This design comes from an exercise in tuning for small area, a short achievable clock period and few clock cycles per item on the open sky130 flow, not from production work. Only simulation tests tie the RTL to the original design; equivalence was not proved. Power and IR drop assume default switching activity.

==> flow/design.v <==
module s16_decoder (
    input  wire        clk,
    input  wire        rst,         
    input  wire        in_valid,
    output wire        in_ready,
    input  wire [31:0] in_word,
    input  wire        in_first,    
    input  wire [15:0] in_len,      
    output reg         out_valid,
    input  wire        out_ready,
    output reg  [27:0] out_value,
    output reg         out_last
);
    function automatic [4:0] width_from_end(input [3:0] s, input [4:0] l);
        begin
            case (s)
                0:  width_from_end = 1;
                1:  width_from_end = (l < 14) ? 1 : 2;
                2:  width_from_end = (l < 7) ? 1 : (l < 14) ? 2 : 1;
                3:  width_from_end = (l < 7) ? 2 : 1;
                4:  width_from_end = 2;
                5:  width_from_end = (l < 8) ? 3 : 4;
                6:  width_from_end = (l < 3) ? 3 : (l < 7) ? 4 : 3;
                7:  width_from_end = 4;
                8:  width_from_end = (l < 2) ? 4 : 5;
                9:  width_from_end = (l < 4) ? 5 : 4;
                10: width_from_end = (l < 2) ? 5 : 6;
                11: width_from_end = (l < 3) ? 6 : 5;
                12: width_from_end = 7;
                13: width_from_end = (l < 2) ? 9 : 10;
                14: width_from_end = 14;
                default: width_from_end = 28;
            endcase
        end
    endfunction
    function automatic [4:0] first_width(input [3:0] s);
        begin
            case (s)
                0, 2, 3: first_width = 1;
                1, 4:    first_width = 2;
                6:       first_width = 3;
                5, 7, 9: first_width = 4;
                8, 11:   first_width = 5;
                10:      first_width = 6;
                12:      first_width = 7;
                13:      first_width = 10;
                14:      first_width = 14;
                default: first_width = 28;
            endcase
        end
    endfunction
    function automatic [4:0] slots_less_one(input [3:0] s);
        begin
            case (s)
                0:  slots_less_one = 27;
                1, 2, 3: slots_less_one = 20;
                4:  slots_less_one = 13;
                5:  slots_less_one = 8;
                6:  slots_less_one = 7;
                7:  slots_less_one = 6;
                8, 9: slots_less_one = 5;
                10, 11: slots_less_one = 4;
                12: slots_less_one = 3;
                13: slots_less_one = 2;
                14: slots_less_one = 1;
                default: slots_less_one = 0;
            endcase
        end
    endfunction
    function automatic [4:0] slots_less_two(input [3:0] s);
        begin
            case (s)
                0:  slots_less_two = 26;
                1, 2, 3: slots_less_two = 19;
                4:  slots_less_two = 12;
                5:  slots_less_two = 7;
                6:  slots_less_two = 6;
                7:  slots_less_two = 5;
                8, 9: slots_less_two = 4;
                10, 11: slots_less_two = 3;
                12: slots_less_two = 2;
                13: slots_less_two = 1;
                default: slots_less_two = 0;
            endcase
        end
    endfunction
    reg        busy;      
    reg [27:0] data;      
    reg [3:0]  wp;        
    reg [3:0]  sel;       
    reg [4:0]  left;      
    reg [15:0] rc;        
    reg        fresh;
    wire [3:0] in_sel = in_word[31:28];
    wire [4:0] wb = width_from_end(sel, left);    
    wire [4:0] wa = first_width(in_sel);
    wire out_free = !out_valid || out_ready;
    assign in_ready = !busy;
    wire accept = in_valid && !busy;
    wire go     = out_free && (busy || in_valid);
    wire load   = accept && in_first;
    wire [27:0] sh1 = wp[0] ? {data[27],    data[27:1]} : data;
    wire [27:0] sh2 = wp[1] ? {sh1[27:26],  sh1[27:2]}  : sh1;
    wire [27:0] sh4 = wp[2] ? {sh2[27:24],  sh2[27:4]}  : sh2;
    wire [27:0] t   = wp[3] ? {sh4[27:18],  sh4[25:8]}  : sh4;
    wire [27:0] src = busy ? t : in_word[27:0];
    wire [3:0]  s   = in_sel;
    wire [27:0] ma;
    assign ma[0]     = 1'b1;
    assign ma[1]     = s[3] | s[2] | (!s[1] & s[0]);
    assign ma[2]     = s[3] | (s[2] & (s[1] | s[0]));
    assign ma[3]     = s[3] | (s[2] & s[0]);
    assign ma[4]     = s[3] & (s[2] | s[1] | !s[0]);
    assign ma[5]     = s[3] & (s[2] | (s[1] & !s[0]));
    assign ma[6]     = s[3] & s[2];
    assign ma[9:7]   = {3{s[3] & s[2] & (s[1] | s[0])}};
    assign ma[13:10] = {4{s[3] & s[2] & s[1]}};
    assign ma[27:14] = {14{&s}};
    wire [27:0] mb  = ~(28'hfffffff << wb);
    wire [27:0] v   = ({28{busy}} & mb & t) | ({28{!busy}} & ma & in_word[27:0]);
    wire rc_one   = fresh ? (rc == 16'd1) : (rc == 16'd2);
    wire list_end = load ? (in_len == 16'd1) : rc_one;
    wire word_end = list_end || (busy ? (left == 5'd0) : (in_sel == 4'd15));
    always @(posedge clk) begin
        if (rst) begin
            busy      <= 1'b0;
            out_valid <= 1'b0;
        end else begin
            if (out_ready)
                out_valid <= 1'b0;
            if (go) begin
                out_valid <= 1'b1;
                busy      <= !word_end;
            end else if (accept) begin
                busy      <= 1'b1;
            end
        end
        if (go) begin
            out_value <= v;
            out_last  <= list_end;
        end
        if (!busy || go)
            data <= src;
        if (!busy) begin
            sel  <= in_sel;
            wp   <= go ? wa[3:0] : 4'd0;
            left <= go ? slots_less_two(in_sel) : slots_less_one(in_sel);
        end else if (go) begin
            wp   <= wb[3:0];
            left <= left - 5'd1;
        end
        if (load)
            rc <= in_len;
        else if (go && !fresh)
            rc <= rc - 16'd1;
        if (go)
            fresh <= 1'b0;
        else if (load)
            fresh <= 1'b1;
    end
endmodule
==> flow/flow/run.sh <==
#!/bin/bash
set -euo pipefail
bash standard.sh \
  "BUFFER_PORTS_ARGS=-buffer_cell sky130_fd_sc_hd__buf_1" \
  "SETUP_SLACK_MARGIN=5.2" \
  "CTS_ARGS=-sink_clustering_enable -repair_clock_nets -buf_list sky130_fd_sc_hd__clkbuf_8 -sink_clustering_size 30 -dont_use_dummy_load" \
  finish > standard.log 2>&1
==> flow/standard.sh <==
#!/bin/bash
# synth_recipe.tcl (not shown) runs the flow's synth.tcl, then flattens the netlist and writes it again
# the make line also repeats each setting of config.mk as NAME=value (left out here)
make -C /OpenROAD-flow-scripts/flow DESIGN_CONFIG=/design/flow/config.mk WORK_HOME=/design/flow/orfs CLKGATE_MAP_FILE= SYNTH_SCRIPT=/design/flow/synth_recipe.tcl "${@:-finish}"
==> flow/config.mk <==
export PLATFORM = sky130hd
export DESIGN_NAME = s16_decoder
export DESIGN_NICKNAME = s16_decoder
export VERILOG_FILES = /design/flow/design.v
export SDC_FILE = /design/flow/constraint.sdc
export NUM_CORES = 4
export LEC_CHECK = 0
export CAP_MARGIN = 20
export CORE_MARGIN = 2
export CORE_UTILIZATION = 65
export SLEW_MARGIN = 20
==> flow/constraint.sdc <==
create_clock -name core_clock -period 8.0 [get_ports {clk}]
set_input_delay 1.6000 -clock core_clock [delete_from_list [all_inputs] [get_ports {clk}]]
set_output_delay 1.6000 -clock core_clock [all_outputs]
set_load 0.01 [all_outputs]
==> results of run 1 <==
[area by class of cell]
| type | instances | area share |
|---|---|---|
| Timing Repair inverter | 1 | 0.001140 |
| Inverter | 21 | 0.01311 |
| Sequential cell | 89 | 0.4013 |
| Timing Repair Buffer | 94 | 0.06591 |
| Multi-Input combinational cell | 458 | 0.4786 |
| Clock buffer | 9 | 0.01880 |
| Tap cell | 111 | 0.02108 |
[worst max path at each step]
stage	start	endpoint	slack, ns	cells past startpoint
after floorplan	out_ready	left[1]$_DFFE_PN_	4.92	6
after global placement	in_valid	left[1]$_DFFE_PN_	4.29	6
after detailed placement	in_valid	left[1]$_DFFE_PN_	4.17	6
after CTS	busy$_SDFFE_PP0P_	in_ready	5.20	3
after global routing	in_word[30]	left[2]$_DFFE_PN_	5.17	6
final	busy$_SDFFE_PP0P_	in_ready	5.23	3
[sequential cells by signal, indices dropped and copies added (netlist names)]
register	count
out_valid	1
data	28
wp	4
rc	16
out_last	1
sel	4
out_value	28
fresh	1
busy	1
left	5
[cell families (layout without fill, tap and decap cells)]
group / Yosys count / in the layout / share of synthesized area
fa+ha+maj: 9 / 9 / 0.01875
simple gates: 211 / 212 / 0.1571
flops: 89 / 89 / 0.4401
buf+inv: 61 / 125 / 0.04730
xor+xnor: 15 / 15 / 0.02188
mux: 63 / 63 / 0.1423
compound gates: 159 / 159 / 0.1725
[tightest hold or removal path, delay by kind of cell (launching register included)]
family | cells | cell delay [ns]
flops | 1 | 0.36
buf+inv | 1 | 0.07
compound gates | 1 | 0.05
[timing repair]
action,in CTS,in global routing
hold buffers,0,0
setup endpoints to repair,89,10
gates resized for setup,12,6
setup buffers,4,2
pin swaps,1,2
cloned,1,2
[layout by cell type (no fill, tap or decap), drive strengths merged, types with 10 or more instances in the layout]
master / netlist / final
mux2i: 31 / 31
a21oi: 42 / 42
edfxtp: 86 / 86
inv: 20 / 19
xnor2: 10 / 10
nand2: 87 / 87
clkbuf: 25 / 10
mux2: 16 / 16
o21ai: 49 / 49
nor2: 61 / 61
mux4: 16 / 16
buf: 15 / 92
nor3: 12 / 12
[through the flow]
| step | instance area, µm² | util | setup slack (ns) | hold WS (ns) | total power, mW |
|---|---|---|---|---|---|
| final | 6588 | 0.7232 | 5.234 | 0.5263 | 1.438 |
| after global routing | 6588 | 0.7232 | 5.168 | 0.5402 | 1.511 |
| after detailed placement | 6327 | 0.6946 | 4.172 | 0.5152 | 1.180 |
| after global placement | 6327 | 0.6946 | 4.290 | 0.5023 | 1.167 |
| after floorplan | 6061 | - | 4.915 | 0.4862 | 1.055 |
| after CTS | 6526 | 0.7165 | 5.202 | 0.5245 | 1.424 |
[layer usage]
metal | wire length (µm) | up-vias | part of all wire | track usage
met4 | 294 | 0 | 0.019 | 0.09378
met3 | 1116 | 28 | 0.074 | 0.04039
li1 | - | 2403 | - | -
met5 | 0 | - | 0 | 0
met1 | 6081 | 2476 | 0.40 | 0.4089
met2 | 7645 | 228 | 0.51 | 0.5026
[power by group]
group	switching (mW)	total, mW	internal, mW	leakage [nW]
registers	0.0822	0.687	0.604	0.917
logic	0.288	0.507	0.219	1.43
clock network	0.144	0.245	0.101	0.0647
==> metrics.log, run 1 <==
[metrics] portion of the clock cycle consumed by the worst path in the final layout: 0.3457
[metrics] type of destination of the critical path: output pin
[metrics] final setup vio count: 0
[metrics] reported leakage power: 2.416 nW
[metrics] global route overflow: 0
[metrics] Storage cell area: 2644 µm²
[metrics] r2r worst-path depth: 6
[metrics] gr usage total: 0.2995
[metrics] Post-Syn Area: 6005 µm²
[metrics] EDFF count, synth: 86
[metrics] Pwr Density: 218.3 nW/µm²
[metrics] highest ir drop seen on vdd: 0.1486 mV
[metrics] source-to-sink clock delay at the later pin of the worst-skew pair: 0.36 ns
[metrics] Max Cap Violations: 0
[metrics] x dimension of the die: 100.1 µm
[metrics] total die area: 10020 µm²
[metrics] crit start category: flip-flop
[metrics] distinct cell type count of the synthesized netlist: 70
[metrics] leading register cell type out of synthesis: sky130_fd_sc_hd__edfxtp_1
[metrics] buffer and inverter count on the worst path: 3
[metrics] Crit-path slowest cell: sky130_fd_sc_hd__dfxtp_2
[metrics] floorplan die height: 100.1 µm
[metrics] Inst Count DP: 765
[metrics] headroom to the max-slew limit: 0.3978
[metrics] Max Root-Sink Buffers: 2
[metrics] mean instance size in the synthesized netlist: 9.892 µm²
[metrics] launching point of the worst reg2reg path: wp[3]$_DFFE_PN_
[metrics] kind of cell adding the most delay to the critical path: buffers and inverters
[metrics] share of final-layout standard cells stronger than drive strength 1: 0.1295
[metrics] initial DRC count: 334
[metrics] outcome: complete, no violations
[metrics] most numerous cell types in the synthesized netlist: 87 x sky130_fd_sc_hd__nand2_1, 86 x sky130_fd_sc_hd__edfxtp_1, 60 x sky130_fd_sc_hd__nor2_1
[metrics] start point of the worst hold path: fresh$_SDFFE_PP0P_
[metrics] largest stage delay on the critical path: 0.33 ns
[metrics] register-to-register setup slack: 5.43 ns
[metrics] cell chain of the critical path: inv_2 -> buf_12 -> buf_1
[metrics] Synth Warn #: 1
[metrics] Vias: 5135
[metrics] Placeable Area: 9109 µm²
[metrics] count of standard-cell rows: 35
[metrics] final cell count without fillers: 783
[metrics] Initial DRT Pass Iterations: 5
[metrics] number of inserted diodes: 0
[metrics] pin count of the biggest net entering global routing: 51
[metrics] footprint of the multi-input gates: 3153 µm²
[metrics] first-pass GRT wire length: 23500 µm
[metrics] total DRC errors in the routed layout: 0
[metrics] fin nets: 736
[metrics] htree depth: 3
[metrics] vias per cell: 6.558
[metrics] total wire length: 15140 µm
[metrics] top area cells in the synthesized netlist: sky130_fd_sc_hd__edfxtp_1 43%, sky130_fd_sc_hd__mux4_2 6.0%, sky130_fd_sc_hd__nand2_1 5.4%, sky130_fd_sc_hd__mux2i_1 5.2%, sky130_fd_sc_hd__o21ai_0 3.9%
[metrics] Crit path required time: 6.40 ns
[metrics] critical path start-end classification: flip-flop to output pin
[metrics] setup total negative slack: 0 ns
[metrics] synthesized netlist net count: 669
[metrics] total of buffers placed on input and output ports: 83
[metrics] antenna violations before repair: 0
[metrics] Fmax achieved: 361.6 MHz
[metrics] CTS Buf Count: 9
[metrics] worst min-delay path class: flip-flop to flip-flop
[metrics] boundary pin count: 84
[metrics] Worst EP arrival: 1.17 ns
[metrics] synthesis-stage register bit count: 89
[metrics] fraction of synthesis flops using an asynchronous set or reset pin: 0
[metrics] number of sinks handled by clock tree synthesis: 89
[metrics] growth of design area from synthesis to finish: 9.710%
[metrics] worst r2r dst: out_value[4]$_DFFE_PP_
[metrics] unrepaired setup endpoints after global routing: true
[metrics] initial cell density of the core: 0.6592
[metrics] max-slew violations: 0
[metrics] clock root buffer: sky130_fd_sc_hd__clkbuf_8
[metrics] actual transition at the worst max-transition pin: 0.9001 ns
[metrics] cell depth of the worst min-delay path: 2
[metrics] worst clock skew on the final layout: 0.03633 ns
[metrics] number of nets with antenna violations after routing: 0
[metrics] end point of the worst hold path: fresh$_SDFFE_PP0P_
[metrics] WL/cell: 19.33 µm
[metrics] minimum clock period: 2.766 ns
[metrics] most repeated cell in the gate-level netlist after synthesis: sky130_fd_sc_hd__nand2_1
[metrics] clock-pin slew on the worst setup and hold paths: 0.07 ns
[metrics] cell type contributing the most total cell area after synthesis: sky130_fd_sc_hd__edfxtp_1
[metrics] via count of the first global-routing pass: 4670
[metrics] post-synthesis sequential area ratio: 0.4401
[metrics] TritonCTS clock tree: built
[metrics] area share of the largest cell type after synthesis: 0.4301
[metrics] final hold violation count: 0
[metrics] cell count after synthesis: 607
[metrics] CP max FO: 16
[metrics] filler cell count: 665
[metrics] Detailed Place HPWL: 10330 µm
[metrics] final weighted congestion of routability-driven global placement: 0.9482
Testbench counts, summed over its fixed seeds: cycles 33,211, items 33,203.
==> run 2: changes to the inputs <==
--- a/flow/design.v
+++ b/flow/design.v
@@ -135,17 +135,17 @@
                 busy      <= 1'b1;
             end
         end
-        if (go) begin
+        if (out_free) begin
             out_value <= v;
             out_last  <= list_end;
         end
-        if (!busy || go)
+        if (!busy || out_free)
             data <= src;
         if (!busy) begin
             sel  <= in_sel;
-            wp   <= go ? wa[3:0] : 4'd0;
-            left <= go ? slots_less_two(in_sel) : slots_less_one(in_sel);
-        end else if (go) begin
+            wp   <= out_free ? wa[3:0] : 4'd0;
+            left <= out_free ? slots_less_two(in_sel) : slots_less_one(in_sel);
+        end else if (out_free) begin
             wp   <= wb[3:0];
             left <= left - 5'd1;
         end
==> flow/flow/run.sh (replaced) <==
#!/bin/bash
set -euo pipefail
bash standard.sh \
  "BUFFER_PORTS_ARGS=-buffer_cell sky130_fd_sc_hd__buf_1" \
  "SETUP_SLACK_MARGIN=5.35" \
  "CTS_ARGS=-sink_clustering_enable -repair_clock_nets -buf_list sky130_fd_sc_hd__clkbuf_8 -sink_clustering_size 30 -dont_use_dummy_load" \
  finish > standard.log 2>&1
==> metrics.log, run 2 <==
[metrics] pin count of the biggest net entering global routing: 44 (-14%)
[metrics] outcome: complete, no violations
[metrics] gr usage total: 0.2974 (-0.002096)
[metrics] via count of the first global-routing pass: 4698 (+0.60%)
[metrics] Crit path required time: 8.22 ns (+1.82 ns)
[metrics] cell chain of the critical path: buf_1 -> or4_4 -> o41ai_4 -> a311o_1 -> a211oi_1
[metrics] crit start category: primary input
[metrics] Post-Syn Area: 5856 µm² (-2.5%)
[metrics] htree depth: 3 (unchanged)
[metrics] registers with the most flip-flops: data: 28 flops, out_value: 28 flops, rc: 16 flops
[metrics] post-synthesis sequential area ratio: 0.4513 (+0.01119)
[metrics] final critical-path setup slack: 5.355 ns (+0.1206 ns)
[metrics] unrepaired setup endpoints after global routing: true
[metrics] Placeable Area: 8721 µm² (-4.3%)
[metrics] most repeated cell in the gate-level netlist after synthesis: sky130_fd_sc_hd__edfxtp_1
[metrics] synthesized netlist net count: 658 (-1.6%)
[metrics] number of nets with antenna violations after routing: 0 (unchanged)
[metrics] vias per cell: 6.392 (-2.5%)
[metrics] cell depth of the worst min-delay path: 2 (unchanged)
[metrics] CP max FO: 2 (-14)
[metrics] TritonCTS clock tree: built
[metrics] first element of the critical path: in_len[14]
[metrics] type of destination of the critical path: flip-flop
[metrics] critical path start-end classification: primary input to flip-flop
[metrics] worst hold-check slack: 0.5285 ns (+0.002216 ns)
[metrics] end point of the critical path: busy$_SDFFE_PP0P_
[metrics] initial DRC count: 327 (-2.1%)
[metrics] Worst EP arrival: 2.86 ns (+1.69 ns)
[metrics] total DRC errors in the routed layout: 0 (unchanged)
[metrics] number of inserted diodes: 0 (unchanged)
[metrics] headroom to the max-slew limit: 0.5353 (+0.1375)
[metrics] total of buffers placed on input and output ports: 83 (unchanged)
[metrics] minimum clock period: 2.645 ns (-0.1206 ns)
[metrics] first-pass GRT wire length: 23190 µm (-1.3%)
[metrics] EDFF count, synth: 86 (unchanged)
[metrics] x dimension of the die: 98.92 µm (-1.2%)
[metrics] Inst Count DP: 752 (-1.7%)
[metrics] WL/cell: 19.21 µm (-0.64%)
[metrics] register-to-register setup slack: 5.52 ns (+0.09 ns)
[metrics] largest stage delay on the critical path: 0.56 ns (+0.23 ns)
[metrics] clock root buffer: sky130_fd_sc_hd__clkbuf_8
[metrics] Max Cap Violations: 0 (unchanged)
[metrics] reported leakage power: 2.492 nW (+3.2%)
[metrics] fin nets: 731 (-0.68%)
[metrics] Detail Route met3 WL: 1167 µm (+4.6%)
[metrics] mean instance size in the synthesized netlist: 9.825 µm² (-0.68%)
[metrics] boundary pin count: 84 (unchanged)
[metrics] count of standard-cell rows: 34 (-2.9%)
[metrics] Fmax achieved: 378.1 MHz (+4.6%)
[metrics] global route overflow: 0 (unchanged)
[metrics] final hold violation count: 0 (unchanged)
[metrics] DP Area: 6188 µm² (-2.2%)
[metrics] fraction of synthesis flops using an asynchronous set or reset pin: 0 (unchanged)
[metrics] post-layout util: 0.7539 (+0.03073)
[metrics] initial cell density of the core: 0.6714 (+0.01225)
[metrics] final setup vio count: 0 (unchanged)
[metrics] worst setup timing slack at the placement stage: 4.608 ns (+0.4361 ns)
[metrics] portion of the clock cycle consumed by the worst path in the final layout: 0.3306 (-0.01507)
[metrics] area share of the largest cell type after synthesis: 0.4410 (+0.01094)
[metrics] top library cells by usage in the layout, fill and taps aside: 86 x sky130_fd_sc_hd__edfxtp_1, 79 x sky130_fd_sc_hd__buf_1, 76 x sky130_fd_sc_hd__nand2_1, 55 x sky130_fd_sc_hd__nor2_1, 54 x sky130_fd_sc_hd__o21ai_0
[metrics] Synth Warn #: 1 (unchanged)
[metrics] distinct cell type count of the synthesized netlist: 70 (unchanged)
[metrics] source-to-sink clock delay at the later pin of the worst-skew pair: 0.37 ns (about the same)
[metrics] r2r worst-path depth: 4 (-2)
[metrics] cell type contributing the most total cell area after synthesis: sky130_fd_sc_hd__edfxtp_1
[metrics] synthesis-stage register bit count: 89 (unchanged)
[metrics] cell count after synthesis: 596 (-1.8%)
[metrics] Crit-path slowest cell: sky130_fd_sc_hd__or4_4
[metrics] footprint of the multi-input gates: 3052 µm² (-3.2%)
[metrics] leading register cell type out of synthesis: sky130_fd_sc_hd__edfxtp_1
[metrics] Vias: 4954 (-3.5%)
[metrics] top layer reached by signal wires: met4
[metrics] highest ir drop seen on vdd: 0.1313 mV (-12%)
[metrics] worst clock skew on the final layout: 0.03126 ns (-0.005070 ns)
[metrics] max-slew violations: 0 (unchanged)
[metrics] met2 WL: 7428 µm (-2.8%)
[metrics] area of all placed cells without fillers: 6575 µm² (-0.19%)
[metrics] most numerous cell types in the synthesized netlist: 86 x sky130_fd_sc_hd__edfxtp_1, 77 x sky130_fd_sc_hd__nand2_1, 59 x sky130_fd_sc_hd__nor2_1
[metrics] Pwr Density: 215.8 nW/µm² (-1.1%)
[metrics] hold buffer count at CTS: 0 (unchanged)
[metrics] worst r2r dst: out_value[6]$_DFFE_PN_
[metrics] Storage cell area: 2643 µm² (about the same)
[metrics] Max Root-Sink Buffers: 2 (unchanged)
[metrics] most common library cell in the layout ignoring fill and taps: sky130_fd_sc_hd__edfxtp_1
[metrics] CTS Buf Count: 9 (unchanged)
[metrics] total wire length: 14890 µm (-1.7%)
[metrics] number of sinks handled by clock tree synthesis: 89 (unchanged)
[metrics] total die area: 9784 µm² (-2.4%)
[metrics] antenna violations before repair: 0 (unchanged)
[metrics] final cell count without fillers: 775 (-1.0%)
[metrics] worst min-delay path class: flip-flop to flip-flop
[metrics] floorplan die height: 98.92 µm (-1.2%)
[metrics] top area cells in the synthesized netlist: sky130_fd_sc_hd__edfxtp_1 44%, sky130_fd_sc_hd__mux2i_1 8.0%, sky130_fd_sc_hd__nand2_1 4.9%, sky130_fd_sc_hd__o21ai_0 4.8%, sky130_fd_sc_hd__nor2_1 3.8%
[metrics] actual transition at the worst max-transition pin: 0.6971 ns (-0.2030 ns)
[metrics] growth of design area from synthesis to finish: 12.29%
[metrics] clock-pin slew on the worst setup and hold paths: 0.07 ns (about the same)
[metrics] share of final-layout standard cells stronger than drive strength 1: 0.1319 (+0.002470)
[metrics] overall power consumption: 1.419 mW (-1.3%)
[metrics] Initial DRT Pass Iterations: 5 (unchanged)
[metrics] final weighted congestion of routability-driven global placement: 0.9045 (-4.6%)
[metrics] detailed-routing wirelength on met1: 6094 µm (+0.21%)
[metrics] filler cell count: 633 (-4.8%)
[metrics] setup total negative slack: 0 ns (unchanged)
[metrics] launching point of the worst reg2reg path: wp[2]$_DFFE_PN_
[metrics] Detailed Place HPWL: 10100 µm (-2.2%)
## run 2: cell types whose count changed in the layout (fill, tap and decap cells not counted), moves of 4 or more
| cell | delta |
|---|---|
| sky130_fd_sc_hd__nor2_1 | -4 |
| sky130_fd_sc_hd__o21ai_0 | +10 |
| sky130_fd_sc_hd__nand2b_1 | +6 |
| sky130_fd_sc_hd__nand2_1 | -10 |
| sky130_fd_sc_hd__and3_1 | -5 |
| sky130_fd_sc_hd__buf_4 | +4 |
| sky130_fd_sc_hd__mux4_2 | -10 |
| sky130_fd_sc_hd__mux2i_1 | +16 |
## run 2: worst min-delay path by stage
| stage | startpoint | slack, ns | end |
|---|---|---|---|
| finish | fresh$_SDFFE_PP0P_ | 0.53 | fresh$_SDFFE_PP0P_ |
| global route | fresh$_SDFFE_PP0P_ | 0.56 | fresh$_SDFFE_PP0P_ |
| CTS | fresh$_SDFFE_PP0P_ | 0.52 | fresh$_SDFFE_PP0P_ |
| detailed placement | fresh$_SDFFE_PP0P_ | 0.51 | fresh$_SDFFE_PP0P_ |
| global placement | fresh$_SDFFE_PP0P_ | 0.50 | fresh$_SDFFE_PP0P_ |
| floorplan | fresh$_SDFFE_PP0P_ | 0.48 | fresh$_SDFFE_PP0P_ |
## run 2: critical path, delay by kind of cell
kind	cells	cell delay, ns
and+or+nand+nor	1	0.56
AOI/OAI and AO/OA	3	0.61
buffers and inverters	1	0.10
## run 2: final cells by class
cell class              instances  area share
repair inverters                2    0.002664
clock buffers                   9     0.01884
flip-flops and latches         89      0.4019
well taps                     108     0.02055
inverters                      20     0.01332
multi-input cells             447      0.4641
repair buffers                100     0.07859
## run 2: kinds of logic (layout without fill, tap and decap cells)
logic type | count (synthesis) | count (layout) | share of synthesized area
XOR/XNOR | 17 | 17 | 0.02543
adder cells (fa/ha/maj) | 9 | 9 | 0.01923
buffers and inverters | 60 | 131 | 0.04615
multiplexers | 71 | 71 | 0.1380
AO/OA/AOI/OAI | 151 | 151 | 0.1615
flip-flops | 89 | 89 | 0.4513
AND/OR/NAND/NOR | 199 | 199 | 0.1583
## run 2: layer usage
| layer | up-vias | global-route usage |
|---|---|---|
| met5 | - | 0 |
| met1 | 2377 | 0.4158 |
| met2 | 218 | 0.4870 |
| met4 | 0 | 0.09062 |
| met3 | 17 | 0.04113 |
| li1 | 2342 | - |
## run 2: repair_timing
item / in CTS / in global routing
endpoints found under the setup margin: 66 / 73
resized for setup: 13 / 21
pin swaps: 0 / 4
buffers inserted: 2 / 9
gates cloned: 0 / 3
## run 2: where the power goes
part | total [mW] | switching, mW | internal [mW]
logic | 0.498 | 0.289 | 0.209
registers | 0.673 | 0.0705 | 0.603
clock network | 0.248 | 0.147 | 0.101
total | 1.42 | 0.506 | 0.913
Testbench counts of run 2, summed over its fixed seeds: cycles 33,211, items 33,203.
==> run 3: changes to the inputs <==
==> flow/flow/run.sh (replaced) <==
#!/bin/bash
set -euo pipefail
bash standard.sh \
  "BUFFER_PORTS_ARGS=-buffer_cell sky130_fd_sc_hd__buf_1" \
  "SETUP_SLACK_MARGIN=5.55" \
  "CTS_ARGS=-sink_clustering_enable -repair_clock_nets -buf_list sky130_fd_sc_hd__clkbuf_8 -sink_clustering_size 30 -dont_use_dummy_load" \
  finish > standard.log 2>&1
==> metrics.log, run 3 <==
[metrics] area share of the largest cell type after synthesis: 0.4410 (unchanged)
[metrics] Vias: 5053 (+2.0%)
[metrics] growth of design area from synthesis to finish: 16.39%
[metrics] worst clock skew on the final layout: 0.03004 ns (-0.001220 ns)
[metrics] htree depth: 3 (unchanged)
[metrics] compound-cell area share of the yosys netlist: 0.1615 (unchanged)
[metrics] Placeable Area: 8721 µm² (unchanged)
[metrics] Crit path required time: 8.21 ns (about the same)
[metrics] distinct cell type count of the synthesized netlist: 70 (unchanged)
[metrics] count of standard-cell rows: 34 (unchanged)
[metrics] crit start category: primary input
[metrics] Max Cap Violations: 0 (unchanged)
[metrics] Pwr Density: 211.6 nW/µm² (-2.0%)
[metrics] x dimension of the die: 98.92 µm (unchanged)
[metrics] type of destination of the critical path: flip-flop
[metrics] r2r worst-path depth: 5 (+1)
[metrics] cell depth of the worst min-delay path: 2 (unchanged)
[metrics] met2 WL: 7695 µm (+3.6%)
[metrics] Detail Route met3 WL: 1285 µm (+10%)
[metrics] worst min-delay path class: flip-flop to flip-flop
[metrics] critical path start-end classification: primary input to flip-flop
[metrics] vias per cell: 6.462 (+1.1%)
[metrics] number of sinks handled by clock tree synthesis: 89 (unchanged)
[metrics] CTS Buf Count: 9 (unchanged)
[metrics] final setup vio count: 0 (unchanged)
[metrics] antenna violations before repair: 0 (unchanged)
[metrics] Initial DRT Pass Iterations: 5 (unchanged)
[metrics] number of inserted diodes: 0 (unchanged)
[metrics] leading register cell type out of synthesis: sky130_fd_sc_hd__edfxtp_1
[metrics] Inst Count DP: 752 (unchanged)
[metrics] minimum clock period: 2.686 ns (+0.04065 ns)
[metrics] Synth Warn #: 1 (unchanged)
[metrics] detailed-routing wirelength on met1: 6045 µm (-0.80%)
[metrics] hold buffer count at CTS: 0 (unchanged)
[metrics] EDFF count, synth: 86 (unchanged)
[metrics] synthesis-stage register bit count: 89 (unchanged)
[metrics] Max Root-Sink Buffers: 2 (unchanged)
[metrics] headroom to the max-slew limit: 0.5411 (+0.005817)
[metrics] most numerous cell types in the synthesized netlist: 86 x sky130_fd_sc_hd__edfxtp_1, 77 x sky130_fd_sc_hd__nand2_1, 59 x sky130_fd_sc_hd__nor2_1
[metrics] outcome: complete, no violations
[metrics] number of nets with antenna violations after routing: 0 (unchanged)
[metrics] top layer reached by signal wires: met4
[metrics] fin nets: 738 (+0.96%)
[metrics] portion of the clock cycle consumed by the worst path in the final layout: 0.3357 (+0.005081)
[metrics] CP max FO: 2 (unchanged)
[metrics] TritonCTS clock tree: built
[metrics] source-to-sink clock delay at the later pin of the worst-skew pair: 0.36 ns (about the same)
[metrics] registers with the most flip-flops: data: 28 flops, out_value: 28 flops, rc: 16 flops
[metrics] final weighted congestion of routability-driven global placement: 0.9151 (+1.2%)
[metrics] final hold violation count: 0 (unchanged)
[metrics] max-slew violations: 0 (unchanged)
[metrics] simple-gate share of the synthesized area: 0.1583 (unchanged)
[metrics] share of final-layout standard cells stronger than drive strength 1: 0.1973 (+0.06540)
[metrics] via count of the first global-routing pass: 4814 (+2.5%)
[metrics] global route overflow: 0 (unchanged)
[metrics] setup total negative slack: 0 ns (unchanged)
[metrics] fraction of synthesis flops using an asynchronous set or reset pin: 0 (unchanged)
[metrics] reported leakage power: 2.675 nW (+7.3%)
[metrics] cell count after synthesis: 596 (unchanged)
[metrics] most common library cell in the layout ignoring fill and taps: sky130_fd_sc_hd__edfxtp_1
[metrics] first-pass GRT wire length: 24220 µm (+4.4%)
[metrics] post-synthesis sequential area ratio: 0.4513 (unchanged)
[metrics] combinational family with the most area after synthesis: compound AO/OA/AOI/OAI gates
[metrics] actual transition at the worst max-transition pin: 0.6883 ns (-0.008725 ns)
[metrics] clock-pin slew on the worst setup and hold paths: 0.07 ns (about the same)
[metrics] Detailed Place HPWL: 10230 µm (+1.3%)
[metrics] total wire length: 15500 µm (+4.1%)
[metrics] initial cell density of the core: 0.6714 (unchanged)
[metrics] highest ir drop seen on vdd: 0.1065 mV (-19%)
[metrics] mean instance size in the synthesized netlist: 9.825 µm² (unchanged)
[metrics] proportion of synthesized area in mux cells: 0.1380 (unchanged)
[metrics] xor/xnor cell area share of the yosys netlist: 0.02543 (unchanged)
[metrics] initial DRC count: 345 (+5.5%)
[metrics] boundary pin count: 84 (unchanged)
[metrics] most repeated cell in the gate-level netlist after synthesis: sky130_fd_sc_hd__edfxtp_1
[metrics] top library cells by usage in the layout, fill and taps aside: 86 x sky130_fd_sc_hd__edfxtp_1, 75 x sky130_fd_sc_hd__nand2_1, 53 x sky130_fd_sc_hd__nor2_1, 49 x sky130_fd_sc_hd__buf_1, 47 x sky130_fd_sc_hd__mux2i_1
[metrics] cell type contributing the most total cell area after synthesis: sky130_fd_sc_hd__edfxtp_1
[metrics] total DRC errors in the routed layout: 0 (unchanged)
[metrics] synthesized netlist net count: 658 (unchanged)
[metrics] clock root buffer: sky130_fd_sc_hd__clkbuf_8
[metrics] WL/cell: 19.81 µm (+3.2%)
[metrics] top area cells in the synthesized netlist: sky130_fd_sc_hd__edfxtp_1 44%, sky130_fd_sc_hd__mux2i_1 8.0%, sky130_fd_sc_hd__nand2_1 4.9%, sky130_fd_sc_hd__o21ai_0 4.8%, sky130_fd_sc_hd__nor2_1 3.8%
[metrics] post-synthesis adder-cell area fraction: 0.01923 (unchanged)
[metrics] Fmax achieved: 372.3 MHz (-1.5%)
[metrics] Post-Syn Area: 5856 µm² (unchanged)
[metrics] final cell count without fillers: 782 (+0.90%)
[metrics] pin count of the biggest net entering global routing: 42 (-4.5%)
[metrics] Worst EP arrival: 2.89 ns (+0.03 ns)
[metrics] floorplan die height: 98.92 µm (unchanged)
[metrics] unrepaired setup endpoints after global routing: true
[metrics] total of buffers placed on input and output ports: 83 (unchanged)
[metrics] total die area: 9784 µm² (unchanged)
[metrics] gr usage total: 0.3124 (+0.01496)
[run 3: kinds of logic (layout without fill, tap and decap cells)]
logic type | count (synthesis) | count (layout)
and+or+nand+nor | 199 | 199
AOI/OAI and AO/OA | 151 | 151
DFF | 89 | 89
muxes | 71 | 71
buffers and inverters | 60 | 138
xor gates and xnor gates | 17 | 17
adders and majority gates | 9 | 9
[run 3: layout make-up]
| class | instances | area, µm² |
|---|---|---|
| clock buffers | 9 | 123.9 |
| fillers | 578 | 1906 |
| flip-flops and latches | 89 | 2644 |
| repair inverters | 2 | 17.52 |
| inverters | 20 | 105.1 |
| multi-input cells | 447 | 3109 |
| well taps | 108 | 135.1 |
| repair buffers | 107 | 680.7 |
[run 3: worst paths after layout]
| check | to | from | slack (ns) |
|---|---|---|---|
| min | fresh$_SDFFE_PP0P_ | fresh$_SDFFE_PP0P_ | 0.55 |
| max reg2reg | out_value[4]$_DFFE_PN_ | wp[3]$_DFFE_PN_ | 5.67 |
| max | busy$_SDFFE_PP0P_ | in_len[15] | 5.31 |
| min reg2reg | fresh$_SDFFE_PP0P_ | fresh$_SDFFE_PP0P_ | 0.55 |
[run 3: per-stage QoR]
step,power (mW),setup WS (ns),util,hold WS [ns],cell area (µm²)
2_1_floorplan,1.033,5.215,-,0.4819,6012
3_3_place_gp,1.142,4.770,0.7158,0.4974,6242
3_5_place_dp,1.155,4.700,0.7158,0.5085,6242
4_1_cts,1.414,5.343,0.7575,0.5189,6606
5_1_grt,1.508,5.303,0.7815,0.5679,6815
6_report,1.442,5.314,0.7815,0.5505,6815
[run 3: timing repair]
| item | 4_1_cts | 5_1_grt |
|---|---|---|
| buffers inserted | 6 | 11 |
| pin swaps | 4 | 7 |
| resized for setup | 31 | 56 |
| endpoints found under the hold margin | 0 | 0 |
| endpoints found under the setup margin | 75 | 51 |
| gates cloned | 4 | 0 |
[run 3: critical path: stages]
cell and delay [ns]:
sky130_fd_sc_hd__buf_6 0.09, sky130_fd_sc_hd__or4b_4 0.54, sky130_fd_sc_hd__o41ai_4 0.40, sky130_fd_sc_hd__a311o_1 0.19
sky130_fd_sc_hd__a211oi_1 0.07
[run 3: where the power goes]
| group | internal (mW) | switching, mW |
|---|---|---|
| sequential | 0.603 | 0.0695 |
| clock | 0.101 | 0.142 |
| combinational | 0.226 | 0.300 |
[run 3: metal layers]
layer | global-route usage | vias up
li1 | - | 2352
met1 | 0.4198 | 2394
met2 | 0.5094 | 268
met3 | 0.05816 | 39
met4 | 0.1149 | 0
met5 | 0 | -
==> run 4: changes to the inputs <==
==> flow/flow/run.sh (replaced) <==
#!/bin/bash
set -euo pipefail
bash standard.sh \
  "BUFFER_PORTS_ARGS=-buffer_cell sky130_fd_sc_hd__buf_1" \
  "SETUP_SLACK_MARGIN=5.45" \
  "CTS_ARGS=-sink_clustering_enable -repair_clock_nets -buf_list sky130_fd_sc_hd__clkbuf_8 -sink_clustering_size 30 -dont_use_dummy_load" \
  finish > standard.log 2>&1
==> metrics.log, run 4 <==
[metrics] outcome: complete, no violations
[metrics] Post-Syn Area: 5856 µm² (unchanged)
[metrics] start point of the worst hold path: fresh$_SDFFE_PP0P_
[metrics] total of buffers placed on input and output ports: 83 (unchanged)
[metrics] reported leakage power: 2.501 nW (-6.5%)
[metrics] clock-pin slew on the worst setup and hold paths: 0.07 ns (about the same)
[metrics] switching power summed over all nets: 504.3 µW (-1.6%)
[metrics] pin count of the biggest net entering global routing: 44 (+4.8%)
[metrics] part of the total power dissipated in combinational logic: 0.355 (-0.010)
[metrics] Placeable Area: 8721 µm² (unchanged)
[metrics] worst min-delay path class: flip-flop to flip-flop
[metrics] final weighted congestion of routability-driven global placement: 0.9293 (+1.6%)
[metrics] floorplan die height: 98.92 µm (unchanged)
[metrics] setup total negative slack: 0 ns (unchanged)
[metrics] final setup vio count: 0 (unchanged)
[metrics] type of destination of the critical path: flip-flop
[metrics] Max Cap Violations: 0 (unchanged)
[metrics] number of inserted diodes: 0 (unchanged)
[metrics] clock network fraction of design power: 0.172 (+0.003)
[metrics] number of nets with antenna violations after routing: 0 (unchanged)
[metrics] max-slew violations: 0 (unchanged)
[metrics] final hold violation count: 0 (unchanged)
[metrics] top area cells in the synthesized netlist: sky130_fd_sc_hd__edfxtp_1 44%, sky130_fd_sc_hd__mux2i_1 8.0%, sky130_fd_sc_hd__nand2_1 4.9%, sky130_fd_sc_hd__o21ai_0 4.8%, sky130_fd_sc_hd__nor2_1 3.8%
[metrics] actual transition at the worst max-transition pin: 0.5349 ns (-0.1534 ns)
[metrics] cell depth of the worst min-delay path: 2 (unchanged)
[metrics] boundary pin count: 84 (unchanged)
[metrics] minimum clock period: 2.589 ns (-0.09660 ns)
[metrics] launching point of the worst reg2reg path: wp[3]$_DFFE_PN_
[metrics] Vias: 4933 (-2.4%)
[metrics] headroom to the max-slew limit: 0.6430 (+0.1019)
[metrics] relative contribution of sequential cells to total power: 0.472 (+0.006)
[metrics] gr usage total: 0.2958 (-0.01655)
[metrics] Synth Warn #: 1 (unchanged)
[metrics] share of final-layout standard cells stronger than drive strength 1: 0.1418 (-0.05554)
[metrics] antenna violations before repair: 0 (unchanged)
[metrics] mean instance size in the synthesized netlist: 9.825 µm² (unchanged)
[metrics] worst r2r dst: out_value[4]$_DFFE_PN_
[metrics] Crit path required time: 8.22 ns (about the same)
[metrics] Worst EP arrival: 2.81 ns (-0.08 ns)
[metrics] post-synthesis sequential area ratio: 0.4513 (unchanged)
[metrics] worst setup timing slack at the placement stage: 4.640 ns (-0.05979 ns)
[metrics] Pwr Density: 216.0 nW/µm² (+2.1%)
[metrics] total die area: 9784 µm² (unchanged)
[metrics] switching fraction of total power: 0.3547 (-0.0006160)
[metrics] WL/cell: 18.88 µm (-4.7%)
[metrics] Max Root-Sink Buffers: 2 (unchanged)
[metrics] total DRC errors in the routed layout: 0 (unchanged)
[metrics] htree depth: 3 (unchanged)
[metrics] initial DRC count: 379 (+9.9%)
[metrics] via count of the first global-routing pass: 4582 (-4.8%)
[metrics] EDFF count, synth: 86 (unchanged)
[metrics] x dimension of the die: 98.92 µm (unchanged)
[metrics] synthesis-stage register bit count: 89 (unchanged)
[metrics] most numerous cell types in the synthesized netlist: 86 x sky130_fd_sc_hd__edfxtp_1, 77 x sky130_fd_sc_hd__nand2_1, 59 x sky130_fd_sc_hd__nor2_1
[metrics] Initial DRT Pass Iterations: 4 (-1)
[metrics] TritonCTS clock tree: built
[metrics] worst clock skew on the final layout: 0.03175 ns (+0.001712 ns)
[metrics] unrepaired setup endpoints after global routing: true
[metrics] critical path start-end classification: primary input to flip-flop
[metrics] highest ir drop seen on vdd: 0.09817 mV (-7.8%)
[metrics] most repeated cell in the gate-level netlist after synthesis: sky130_fd_sc_hd__edfxtp_1
[metrics] area share of the largest cell type after synthesis: 0.4410 (unchanged)
[metrics] initial cell density of the core: 0.6714 (unchanged)
[metrics] end point of the worst hold path: fresh$_SDFFE_PP0P_
[metrics] CTS Buf Count: 9 (unchanged)
[metrics] distinct cell type count of the synthesized netlist: 70 (unchanged)
[metrics] register-to-register setup slack: 5.56 ns (-0.11 ns)
[metrics] first-pass GRT wire length: 22920 µm (-5.4%)
[metrics] cell count after synthesis: 596 (unchanged)
[metrics] fin nets: 734 (-0.54%)
[metrics] registers with the most flip-flops: data: 28 flops, out_value: 28 flops, rc: 16 flops
[metrics] leading register cell type out of synthesis: sky130_fd_sc_hd__edfxtp_1
[metrics] growth of design area from synthesis to finish: 12.41%
[metrics] crit start category: primary input
[metrics] cell type contributing the most total cell area after synthesis: sky130_fd_sc_hd__edfxtp_1
[metrics] global route overflow: 0 (unchanged)
[metrics] source-to-sink clock delay at the later pin of the worst-skew pair: 0.37 ns (about the same)
[metrics] final critical-path setup slack: 5.411 ns (+0.09660 ns)
[metrics] cell-internal power: 917.5 µW (-1.3%)
[metrics] Fmax achieved: 386.2 MHz (+3.7%)
[metrics] total wire length: 14690 µm (-5.2%)
[metrics] synthesized netlist net count: 658 (unchanged)
[metrics] portion of the clock cycle consumed by the worst path in the final layout: 0.3236 (-0.01207)
[metrics] fraction of synthesis flops using an asynchronous set or reset pin: 0 (unchanged)
[metrics] vias per cell: 6.341 (-1.9%)
[metrics] Detailed Place HPWL: 10170 µm (-0.59%)
[metrics] clock root buffer: sky130_fd_sc_hd__clkbuf_8
[metrics] r2r worst-path depth: 5 (unchanged)
[metrics] CP max FO: 2 (unchanged)
[metrics] most common library cell in the layout ignoring fill and taps: sky130_fd_sc_hd__edfxtp_1
[metrics] top library cells by usage in the layout, fill and taps aside: 86 x sky130_fd_sc_hd__edfxtp_1, 78 x sky130_fd_sc_hd__buf_1, 76 x sky130_fd_sc_hd__nand2_1, 54 x sky130_fd_sc_hd__nor2_1, 53 x sky130_fd_sc_hd__o21ai_0
[metrics] number of sinks handled by clock tree synthesis: 89 (unchanged)
[metrics] count of standard-cell rows: 34 (unchanged)
## run 4: cell counts after synthesis
Identical to the previous run, type by type.
## run 4: worst max-delay path, stage by stage
cell and delay [ns]:
sky130_fd_sc_hd__buf_1 0.08, sky130_fd_sc_hd__or4b_4 0.55, sky130_fd_sc_hd__o41ai_4 0.37, sky130_fd_sc_hd__a311o_1 0.16, sky130_fd_sc_hd__a211oi_1 0.06
## run 4: cells by family (layout without fill, tap and decap cells)
| group | Yosys count | count (layout) | share of synthesized area |
|---|---|---|---|
| buffers and inverters | 60 | 134 | 0.04615 |
| DFF | 89 | 89 | 0.4513 |
| and+or+nand+nor | 199 | 199 | 0.1583 |
| AOI/OAI and AO/OA | 151 | 151 | 0.1615 |
| xor gates and xnor gates | 17 | 17 | 0.02543 |
| muxes | 71 | 71 | 0.1380 |
| adders and majority gates | 9 | 9 | 0.01923 |
## run 4: routing by layer
layer | part of all wire | vias up | track usage | routed length (µm)
met2 | 0.49 | 216 | 0.4839 | 7200
met3 | 0.078 | 22 | 0.05461 | 1141
li1 | - | 2347 | - | -
met4 | 0.016 | 0 | 0.07271 | 235
met5 | 0 | - | 0 | 0
met1 | 0.42 | 2348 | 0.4124 | 6107
## run 4: how the worst max path moves through the flow
stage | startpoint | to | slack, ns | cells past startpoint
floorplan | in_len[14] | busy$_SDFFE_PP0P_ | 5.22 | 4
global placement | in_word[31] | busy$_SDFFE_PP0P_ | 4.72 | 5
detailed placement | in_word[31] | out_value[16]$_DFFE_PN_ | 4.64 | 5
CTS | out_ready | left[1]$_DFFE_PN_ | 5.34 | 8
global route | in_word[29] | left[0]$_DFFE_PN_ | 5.34 | 9
finish | in_len[1] | busy$_SDFFE_PP0P_ | 5.41 | 5
## run 4: power by group through the flow
stage	Combinational (mW)	Clock, mW	Sequential, mW
2_1_floorplan	0.378	0	0.653
3_3_place_gp	0.462	0	0.679
3_5_place_dp	0.472	0	0.682
4_1_cts	0.482	0.246	0.672
5_1_grt	0.552	0.261	0.682
6_report	0.505	0.245	0.672
## run 4: stage by stage
step           hold slack [ns]  area (µm²)  instances  power (mW)  utilization
6_report                0.5265        6583        778       1.422       0.7548
5_1_grt                 0.5414        6583        778       1.495       0.7548
4_1_cts                 0.5251        6432        766       1.400       0.7376
3_5_place_dp            0.5097        6232        752       1.154       0.7146
3_3_place_gp            0.5014        6232        752       1.141       0.7146
2_1_floorplan           0.4819        5991        596       1.031            -
## run 4: what timing repair did
item / in CTS / in global routing
resized for setup: 12 / 17
hold buffers: 0 / 0
setup endpoints to repair: 50 / 29
cloned: 0 / 1
pin swaps: 2 / 7
setup buffers: 5 / 11
## run 4: area by class of cell
type | count | area [µm²]
clock buffer | 9 | 123.9
multi-input combinational | 447 | 3064
tap | 108 | 135.1
timing repair buffer | 104 | 515.5
fill | 607 | 2138
timing repair inverter | 1 | 8.758
inverter | 20 | 92.59
sequential | 89 | 2643
==> run 5: changes to the inputs <==
--- a/flow/config.mk
+++ b/flow/config.mk
@@ -7,5 +7,5 @@
 export LEC_CHECK = 0
 export CAP_MARGIN = 20
 export CORE_MARGIN = 2
-export CORE_UTILIZATION = 65
+export CORE_UTILIZATION = 72
 export SLEW_MARGIN = 20
==> metrics.log, run 5 <==
[metrics] mean instance size in the synthesized netlist: 9.825 µm² (unchanged)
[metrics] area share of the largest cell type after synthesis: 0.4410 (unchanged)
[metrics] count of standard-cell rows: 32 (-5.9%)
[metrics] fin nets: 731 (-0.41%)
[metrics] antenna violations before repair: 0 (unchanged)
[metrics] via count of the first global-routing pass: 4768 (+4.1%)
[metrics] total of buffers placed on input and output ports: 83 (unchanged)
[metrics] DP Area: 6225 µm² (-0.12%)
[metrics] Worst EP arrival: 2.86 ns (+0.05 ns)
[metrics] total wire length: 15580 µm (+6.1%)
[metrics] outcome: complete, no violations
[metrics] minimum clock period: 2.648 ns (+0.05910 ns)
[metrics] buffer and inverter count on the worst path: 1 (unchanged)
[metrics] Fmax achieved: 377.6 MHz (-2.2%)
[metrics] initial DRC count: 538 (+42%)
[metrics] type of destination of the critical path: flip-flop
[metrics] number of nets with antenna violations after routing: 0 (unchanged)
[metrics] most numerous cell types in the synthesized netlist: 86 x sky130_fd_sc_hd__edfxtp_1, 77 x sky130_fd_sc_hd__nand2_1, 59 x sky130_fd_sc_hd__nor2_1
[metrics] share of final-layout standard cells stronger than drive strength 1: 0.1379 (-0.003860)
[metrics] highest ir drop seen on vdd: 0.1556 mV (+58%)
[metrics] max-slew violations: 0 (unchanged)
[metrics] vias per cell: 6.684 (+5.4%)
[metrics] cell count after synthesis: 596 (unchanged)
[metrics] gr usage total: 0.3485 (+0.05265)
[metrics] Vias: 5140 (+4.2%)
[metrics] htree depth: 3 (unchanged)
[metrics] Initial DRT Pass Iterations: 5 (+1)
[metrics] post-synthesis sequential area ratio: 0.4513 (unchanged)
[metrics] x dimension of the die: 94.18 µm (-4.8%)
[metrics] headroom to the max-slew limit: 0.4901 (-0.1529)
[metrics] CP max FO: 2 (unchanged)
[metrics] top area cells in the synthesized netlist: sky130_fd_sc_hd__edfxtp_1 44%, sky130_fd_sc_hd__mux2i_1 8.0%, sky130_fd_sc_hd__nand2_1 4.9%, sky130_fd_sc_hd__o21ai_0 4.8%, sky130_fd_sc_hd__nor2_1 3.8%
[metrics] setup total negative slack: 0 ns (unchanged)
[metrics] first-pass GRT wire length: 23710 µm (+3.4%)
[metrics] boundary pin count: 84 (unchanged)
[metrics] clock root buffer: sky130_fd_sc_hd__clkbuf_8
[metrics] largest stage delay on the critical path: 0.55 ns (about the same)
[metrics] TritonCTS clock tree: built
[metrics] number of sinks handled by clock tree synthesis: 89 (unchanged)
[metrics] Crit path required time: 8.21 ns (about the same)
[metrics] worst min-delay path class: flip-flop to flip-flop
[metrics] portion of the clock cycle consumed by the worst path in the final layout: 0.3310 (+0.007387)
[metrics] leading register cell type out of synthesis: sky130_fd_sc_hd__edfxtp_1
[metrics] floorplan die height: 94.18 µm (-4.8%)
[metrics] final cell count without fillers: 769 (-1.2%)
[metrics] Pwr Density: 217.4 nW/µm² (+0.64%)
[metrics] initial cell density of the core: 0.7500 (+0.07855)
[metrics] Post-Syn Area: 5856 µm² (unchanged)
[metrics] reported leakage power: 2.503 nW (about the same)
[metrics] source-to-sink clock delay at the later pin of the worst-skew pair: 0.36 ns (about the same)
[metrics] number of inserted diodes: 0 (unchanged)
[metrics] worst clock skew on the final layout: 0.03734 ns (+0.005589 ns)
[metrics] Crit-path slowest cell: sky130_fd_sc_hd__or4b_4
[metrics] growth of design area from synthesis to finish: 12.54%
[metrics] top library cells by usage in the layout, fill and taps aside: 86 x sky130_fd_sc_hd__edfxtp_1, 78 x sky130_fd_sc_hd__buf_1, 76 x sky130_fd_sc_hd__nand2_1, 55 x sky130_fd_sc_hd__nor2_1, 51 x sky130_fd_sc_hd__o21ai_0
[metrics] pin count of the biggest net entering global routing: 44 (unchanged)
[metrics] distinct cell type count of the synthesized netlist: 70 (unchanged)
[metrics] most common library cell in the layout ignoring fill and taps: sky130_fd_sc_hd__edfxtp_1
[metrics] cell type contributing the most total cell area after synthesis: sky130_fd_sc_hd__edfxtp_1
[metrics] registers with the most flip-flops: data: 28 flops, out_value: 28 flops, rc: 16 flops
[metrics] global route overflow: 0 (unchanged)
[metrics] Inst Count DP: 746 (-0.80%)
[metrics] most repeated cell in the gate-level netlist after synthesis: sky130_fd_sc_hd__edfxtp_1
[metrics] total die area: 8870 µm² (-9.3%)
[metrics] clock-pin slew on the worst setup and hold paths: 0.08 ns (about the same)
[metrics] final setup vio count: 0 (unchanged)
[metrics] Max Root-Sink Buffers: 2 (unchanged)
[metrics] unrepaired setup endpoints after global routing: true
[metrics] final weighted congestion of routability-driven global placement: 0.9383 (+0.97%)
[metrics] fraction of synthesis flops using an asynchronous set or reset pin: 0 (unchanged)
[metrics] Synth Warn #: 1 (unchanged)
[metrics] synthesized netlist net count: 658 (unchanged)
[metrics] total DRC errors in the routed layout: 0 (unchanged)
[metrics] worst hold-check slack: 0.5807 ns (+0.05421 ns)
[metrics] Placeable Area: 7807 µm² (-10%)
[metrics] kind of cell adding the most delay to the critical path: compound AO/OA/AOI/OAI gates
[metrics] actual transition at the worst max-transition pin: 0.7649 ns (+0.2299 ns)
[metrics] synthesis-stage register bit count: 89 (unchanged)
[metrics] Max Cap Violations: 0 (unchanged)
[metrics] CTS Buf Count: 9 (unchanged)
[metrics] EDFF count, synth: 86 (unchanged)
[metrics] Detailed Place HPWL: 10110 µm (-0.58%)
[metrics] cell chain of the critical path: buf_1 -> or4b_4 -> o41ai_4 -> a311o_1 -> a211oi_2
[metrics] overall power consumption: 1.433 mW (+0.76%)
[metrics] area of all placed cells without fillers: 6590 µm² (+0.11%)
[metrics] WL/cell: 20.25 µm (+7.3%)
[metrics] crit start category: primary input
[metrics] critical path start-end classification: primary input to flip-flop
[metrics] final hold violation count: 0 (unchanged)
==> run 5: cell counts after synthesis <==
Identical to the previous run, type by type.
==> run 5: tightest hold or removal path: cells and delay by family (launching register included) <==
kind | cells | cell delay [ns]
flops | 1 | 0.38
buf+inv | 1 | 0.09
compound gates | 1 | 0.06
==> run 5: cell type report <==
type                       instances  area (µm²)
clock buffer                       9       123.9
inverter                          20       95.09
tap                              102       127.6
timing repair buffer             101       519.2
sequential                        89        2643
multi-input combinational        447        3073
fill                             438        1217
timing repair inverter             1       8.758
==> run 5: final timing paths <==
kind / from / to / slack [ns] / depth (start not counted)
setup / recovery: in_len[1] / busy$_SDFFE_PP0P_ / 5.35 / 5
hold / removal: fresh$_SDFFE_PP0P_ / fresh$_SDFFE_PP0P_ / 0.58 / 2
setup reg to reg: wp[2]$_DFFE_PN_ / data[14]$_DFFE_PN_ / 5.49 / 4
hold reg to reg: fresh$_SDFFE_PP0P_ / fresh$_SDFFE_PP0P_ / 0.58 / 2
==> run 5: through the flow <==
step	util	setup WS [ns]
2_1_floorplan	-	5.215
3_3_place_gp	0.7973	4.717
3_5_place_dp	0.7973	4.631
4_1_cts	0.8300	5.355
5_1_grt	0.8441	5.344
6_report	0.8441	5.352
==> run 5: routing by layer <==
metal  up-vias  global-route usage  wire length (µm)
met2       318              0.5685              7698
met4         0              0.1232               381
met5         -                   0                 0
met1      2441              0.4656              5984
li1       2338                   -                 -
met3        43             0.07063              1513
==> run 5: cells by family after synthesis <==
group	share of synthesized area
xor gates and xnor gates	0.02543
muxes	0.1380
buffers and inverters	0.04615
AOI/OAI and AO/OA	0.1615
DFF	0.4513
and+or+nand+nor	0.1583
adders and majority gates	0.01923
==> run 5: where the power goes <==
| group | switching (mW) | internal [mW] | leakage (nW) | total (mW) |
|---|---|---|---|---|
| clock | 0.144 | 0.101 | 0.0647 | 0.245 |
| combinational | 0.300 | 0.211 | 1.50 | 0.511 |
| sequential | 0.0740 | 0.603 | 0.942 | 0.677 |
==> run 5: timing repair <==
item | CTS | global route
gates cloned | 1 | 1
hold buffers | 0 | 0
setup endpoints to repair | 50 | 10
pin swaps | 3 | 6
resized for setup | 24 | 12
buffers inserted | 7 | 5
==> run 6: changes to the inputs <==
==> flow/flow/run.sh (replaced) <==
#!/bin/bash
set -euo pipefail
bash standard.sh \
  "BUFFER_PORTS_ARGS=-buffer_cell sky130_fd_sc_hd__buf_1" \
  "SETUP_SLACK_MARGIN=5.45" \
  "CTS_ARGS=-sink_clustering_enable -repair_clock_nets -buf_list {sky130_fd_sc_hd__clkbuf_4 sky130_fd_sc_hd__clkbuf_8} -sink_clustering_size 16 -dont_use_dummy_load" \
  finish > standard.log 2>&1
--- a/flow/config.mk
+++ b/flow/config.mk
@@ -7,5 +7,5 @@
 export LEC_CHECK = 0
 export CAP_MARGIN = 20
 export CORE_MARGIN = 2
-export CORE_UTILIZATION = 72
+export CORE_UTILIZATION = 65
 export SLEW_MARGIN = 20
==> metrics.log, run 6 <==
[metrics] outcome: complete, no violations
[metrics] met2 track demand over resource: 0.4839 (-0.08456)
[metrics] Post-Syn Area: 5856 µm² (unchanged)
[metrics] x dimension of the die: 98.92 µm (+5.0%)
[metrics] fraction of synthesis flops using an asynchronous set or reset pin: 0 (unchanged)
[metrics] Fmax achieved: 386.2 MHz (+2.3%)
[metrics] cell chain of the critical path: buf_1 -> or4b_4 -> o41ai_4 -> a311o_1 -> a211oi_1
[metrics] source-to-sink clock delay at the later pin of the worst-skew pair: 0.37 ns (about the same)
[metrics] post-synthesis sequential area ratio: 0.4513 (unchanged)
[metrics] pin count of the biggest net entering global routing: 44 (unchanged)
[metrics] Most Crowded Layer GR: met2
[metrics] relative contribution of sequential cells to total power: 0.472 (about the same)
[metrics] synthesized netlist net count: 658 (unchanged)
[metrics] floorplan die height: 98.92 µm (+5.0%)
[metrics] headroom to the max-slew limit: 0.6430 (+0.1529)
[metrics] worst min-delay path class: flip-flop to flip-flop
[metrics] Max Cap Violations: 0 (unchanged)
[metrics] most numerous cell types in the synthesized netlist: 86 x sky130_fd_sc_hd__edfxtp_1, 77 x sky130_fd_sc_hd__nand2_1, 59 x sky130_fd_sc_hd__nor2_1
[metrics] CP max FO: 2 (unchanged)
[metrics] final weighted congestion of routability-driven global placement: 0.9293 (-0.96%)
[metrics] type of destination of the critical path: flip-flop
[metrics] top library cells by usage in the layout, fill and taps aside: 86 x sky130_fd_sc_hd__edfxtp_1, 78 x sky130_fd_sc_hd__buf_1, 76 x sky130_fd_sc_hd__nand2_1, 54 x sky130_fd_sc_hd__nor2_1, 53 x sky130_fd_sc_hd__o21ai_0
[metrics] part of the total power dissipated in combinational logic: 0.355 (-0.002)
[metrics] total of buffers placed on input and output ports: 83 (unchanged)
[metrics] critical path start-end classification: primary input to flip-flop
[metrics] count of standard-cell rows: 34 (+6.3%)
[metrics] switching power summed over all nets: 504.3 µW (-2.6%)
[metrics] Detailed Place HPWL: 10170 µm (+0.59%)
[metrics] clock-pin slew on the worst setup and hold paths: 0.07 ns (about the same)
[metrics] highest ir drop seen on vdd: 0.09817 mV (-37%)
[metrics] first-pass GRT wire length: 22920 µm (-3.3%)
[metrics] total die area: 9784 µm² (+10%)
[metrics] kind of cell adding the most delay to the critical path: compound AO/OA/AOI/OAI gates
[metrics] number of inserted diodes: 0 (unchanged)
[metrics] setup total negative slack: 0 ns (unchanged)
[metrics] GRT met3 Usage: 0.05461 (-0.01602)
[metrics] portion of the clock cycle consumed by the worst path in the final layout: 0.3236 (-0.007387)
[metrics] crit start category: primary input
[metrics] leading register cell type out of synthesis: sky130_fd_sc_hd__edfxtp_1
[metrics] Worst EP arrival: 2.81 ns (-0.05 ns)
[metrics] antenna violations before repair: 0 (unchanged)
[metrics] area share of the largest cell type after synthesis: 0.4410 (unchanged)
[metrics] final setup vio count: 0 (unchanged)
[metrics] registers with the most flip-flops: data: 28 flops, out_value: 28 flops, rc: 16 flops
[metrics] cell-internal power: 917.5 µW (+0.28%)
[metrics] number of sinks handled by clock tree synthesis: 89 (unchanged)
[metrics] share of final-layout standard cells stronger than drive strength 1: 0.1418 (+0.003860)
[metrics] global route overflow: 0 (unchanged)
[metrics] Inst Count DP: 752 (+0.80%)
[metrics] Storage cell area: 2643 µm² (unchanged)
[metrics] worst clock skew on the final layout: 0.03175 ns (-0.005589 ns)
[metrics] minimum clock period: 2.589 ns (-0.05910 ns)
[metrics] Initial DRT Pass Iterations: 4 (-1)
[metrics] gr usage total: 0.2958 (-0.05265)
[metrics] growth of design area from synthesis to finish: 12.41%
[metrics] largest stage delay on the critical path: 0.55 ns (about the same)
[metrics] boundary pin count: 84 (unchanged)
[metrics] TritonCTS clock tree: built
[metrics] cell type contributing the most total cell area after synthesis: sky130_fd_sc_hd__edfxtp_1
[metrics] fin nets: 734 (+0.41%)
[metrics] Crit path required time: 8.22 ns (about the same)
[metrics] final hold violation count: 0 (unchanged)
[metrics] Synth Warn #: 1 (unchanged)
[metrics] EDFF count, synth: 86 (unchanged)
[metrics] top area cells in the synthesized netlist: sky130_fd_sc_hd__edfxtp_1 44%, sky130_fd_sc_hd__mux2i_1 8.0%, sky130_fd_sc_hd__nand2_1 4.9%, sky130_fd_sc_hd__o21ai_0 4.8%, sky130_fd_sc_hd__nor2_1 3.8%
[metrics] buffer and inverter count on the worst path: 1 (unchanged)
[metrics] reported leakage power: 2.501 nW (about the same)
[metrics] CTS Buf Count: 9 (unchanged)
[metrics] mean instance size in the synthesized netlist: 9.825 µm² (unchanged)
[metrics] Crit-path slowest cell: sky130_fd_sc_hd__or4b_4
[metrics] distinct cell type count of the synthesized netlist: 70 (unchanged)
[metrics] filler cell count: 607 (+39%)
[metrics] htree depth: 3 (unchanged)
[metrics] most repeated cell in the gate-level netlist after synthesis: sky130_fd_sc_hd__edfxtp_1
[metrics] Placeable Area: 8721 µm² (+12%)
[metrics] DP Area: 6232 µm² (+0.12%)
[metrics] final cell count without fillers: 778 (+1.2%)
[metrics] Pwr Density: 216.0 nW/µm² (-0.64%)
[metrics] post-layout util: 0.7548 (-0.08927)
[metrics] initial cell density of the core: 0.6714 (-0.07855)
[metrics] total DRC errors in the routed layout: 0 (unchanged)
[metrics] switching fraction of total power: 0.3547 (-0.006677)
[metrics] most common library cell in the layout ignoring fill and taps: sky130_fd_sc_hd__edfxtp_1
[metrics] area of all placed cells without fillers: 6583 µm² (-0.11%)
[metrics] via count of the first global-routing pass: 4582 (-3.9%)
[metrics] max-slew violations: 0 (unchanged)
[metrics] total wire length: 14690 µm (-5.7%)
[metrics] Max Root-Sink Buffers: 2 (unchanged)
[metrics] vias per cell: 6.341 (-5.1%)
[metrics] WL/cell: 18.88 µm (-6.8%)
[metrics] Vias: 4933 (-4.0%)
[metrics] initial DRC count: 379 (-30%)
[metrics] footprint of the multi-input gates: 3064 µm² (-0.29%)
[metrics] clock root buffer: sky130_fd_sc_hd__clkbuf_8
[metrics] actual transition at the worst max-transition pin: 0.5349 ns (-0.2299 ns)
[metrics] synthesis-stage register bit count: 89 (unchanged)
[metrics] met1 demand-to-capacity share in global routing: 0.4124 (-0.05312)
[metrics] number of nets with antenna violations after routing: 0 (unchanged)
[metrics] cell count after synthesis: 596 (unchanged)
[metrics] clock network fraction of design power: 0.172 (about the same)
[metrics] unrepaired setup endpoints after global routing: true
==> run 6: cells by family (layout without fill, tap and decap cells) <==
group	Yosys count	count (layout)	share of synthesized area
adders and majority gates	9	9	0.01923
muxes	71	71	0.1380
DFF	89	89	0.4513
AOI/OAI and AO/OA	151	151	0.1615
xor gates and xnor gates	17	17	0.02543
and+or+nand+nor	199	199	0.1583
buffers and inverters	60	134	0.04615
==> run 6: path summary, 6_finish.rpt <==
kind                                    startpoint                     end  slack (ns)  cells after the start
worst max register to register     wp[3]$_DFFE_PN_  out_value[4]$_DFFE_PN_        5.56                      5
worst min register to register  fresh$_SDFFE_PP0P_      fresh$_SDFFE_PP0P_        0.53                      2
worst min-delay path            fresh$_SDFFE_PP0P_      fresh$_SDFFE_PP0P_        0.53                      2
worst max-delay path                     in_len[1]       busy$_SDFFE_PP0P_        5.41                      5
==> run 6: stage by stage <==
step	hold WS [ns]	total power, mW	worst slack, ns
floorplan	0.4819	1.031	5.215
global placement	0.5014	1.141	4.717
detailed placement	0.5097	1.154	4.640
CTS	0.5251	1.400	5.336
global route	0.5414	1.495	5.338
finish	0.5265	1.422	5.411
==> run 6: area by class of cell <==
| class | count | area share |
|---|---|---|
| Sequential cell | 89 | 0.4014 |
| Clock buffer | 9 | 0.01882 |
| Multi-Input combinational cell | 447 | 0.4655 |
| Timing Repair Buffer | 104 | 0.07831 |
| Timing Repair inverter | 1 | 0.001331 |
| Tap cell | 108 | 0.02053 |
| Inverter | 20 | 0.01407 |
==> run 6: metal layers <==
metal  wire, µm  vias to the layer above
li1           -                     2347
met1       6107                     2348
met2       7200                      216
met3       1141                       22
met4        235                        0
met5          0                        -
==> run 6: worst register-to-register path: stages (launching register included) <==
cell and delay [ns]:
sky130_fd_sc_hd__edfxtp_1 0.58, sky130_fd_sc_hd__inv_1 0.49, sky130_fd_sc_hd__mux4_2 0.58, sky130_fd_sc_hd__o31ai_2 0.38, sky130_fd_sc_hd__o22ai_2 0.13, sky130_fd_sc_hd__a21oi_2 0.11
==> run 6: what timing repair did <==
item                       CTS  global route
resized for setup           12            17
setup endpoints to repair   50            29
hold buffers                 0             0
setup buffers                5            11
cloned                       0             1
pin swaps                    2             7
==> run 6: power by group through the flow <==
stage / logic (mW) / clock network, mW / registers, mW
floorplan: 0.378 / 0 / 0.653
global placement: 0.462 / 0 / 0.679
detailed placement: 0.472 / 0 / 0.682
CTS: 0.482 / 0.246 / 0.672
global route: 0.552 / 0.261 / 0.682
finish: 0.505 / 0.245 / 0.672

-- port drivers added, routing unchanged --
The flow's constraints put no driver on any port. The routed layouts listed below were extracted and timed again, unchanged, in two steps.
Step 1: set_driving_cell puts a clkbuf_16 on clk and a buf_2 on each other input, an assumption about the parent block.
Step 2 times the ports against the registers' clock, not the clock port: input delays grow and output delays shrink by t, the midpoint of the rising clock arrivals with the driver on.
Slacks: ideal ports / drivers / drivers and shift; pairs: ideal ports / drivers.
run	t, ns	slack for setup (ns)	worst setup path after step 2	worst slew at a driven data input, ns
run 1	0.373	5.234 / 5.199 / 4.927	input to register	0.05
run 2	0.388	5.355 / 5.365 / 4.978	input to register	0.05
run 3	0.375	5.314 / 5.316 / 4.941	input to register	0.06
run 4	0.390	5.411 / 5.414 / 5.024	input to register	0.06
run 5	0.378	5.352 / 5.356 / 4.979	input to register	0.07
run 6	0.390	5.411 / 5.414 / 5.024	input to register	0.06
After both steps setup and hold are still met in every run listed.
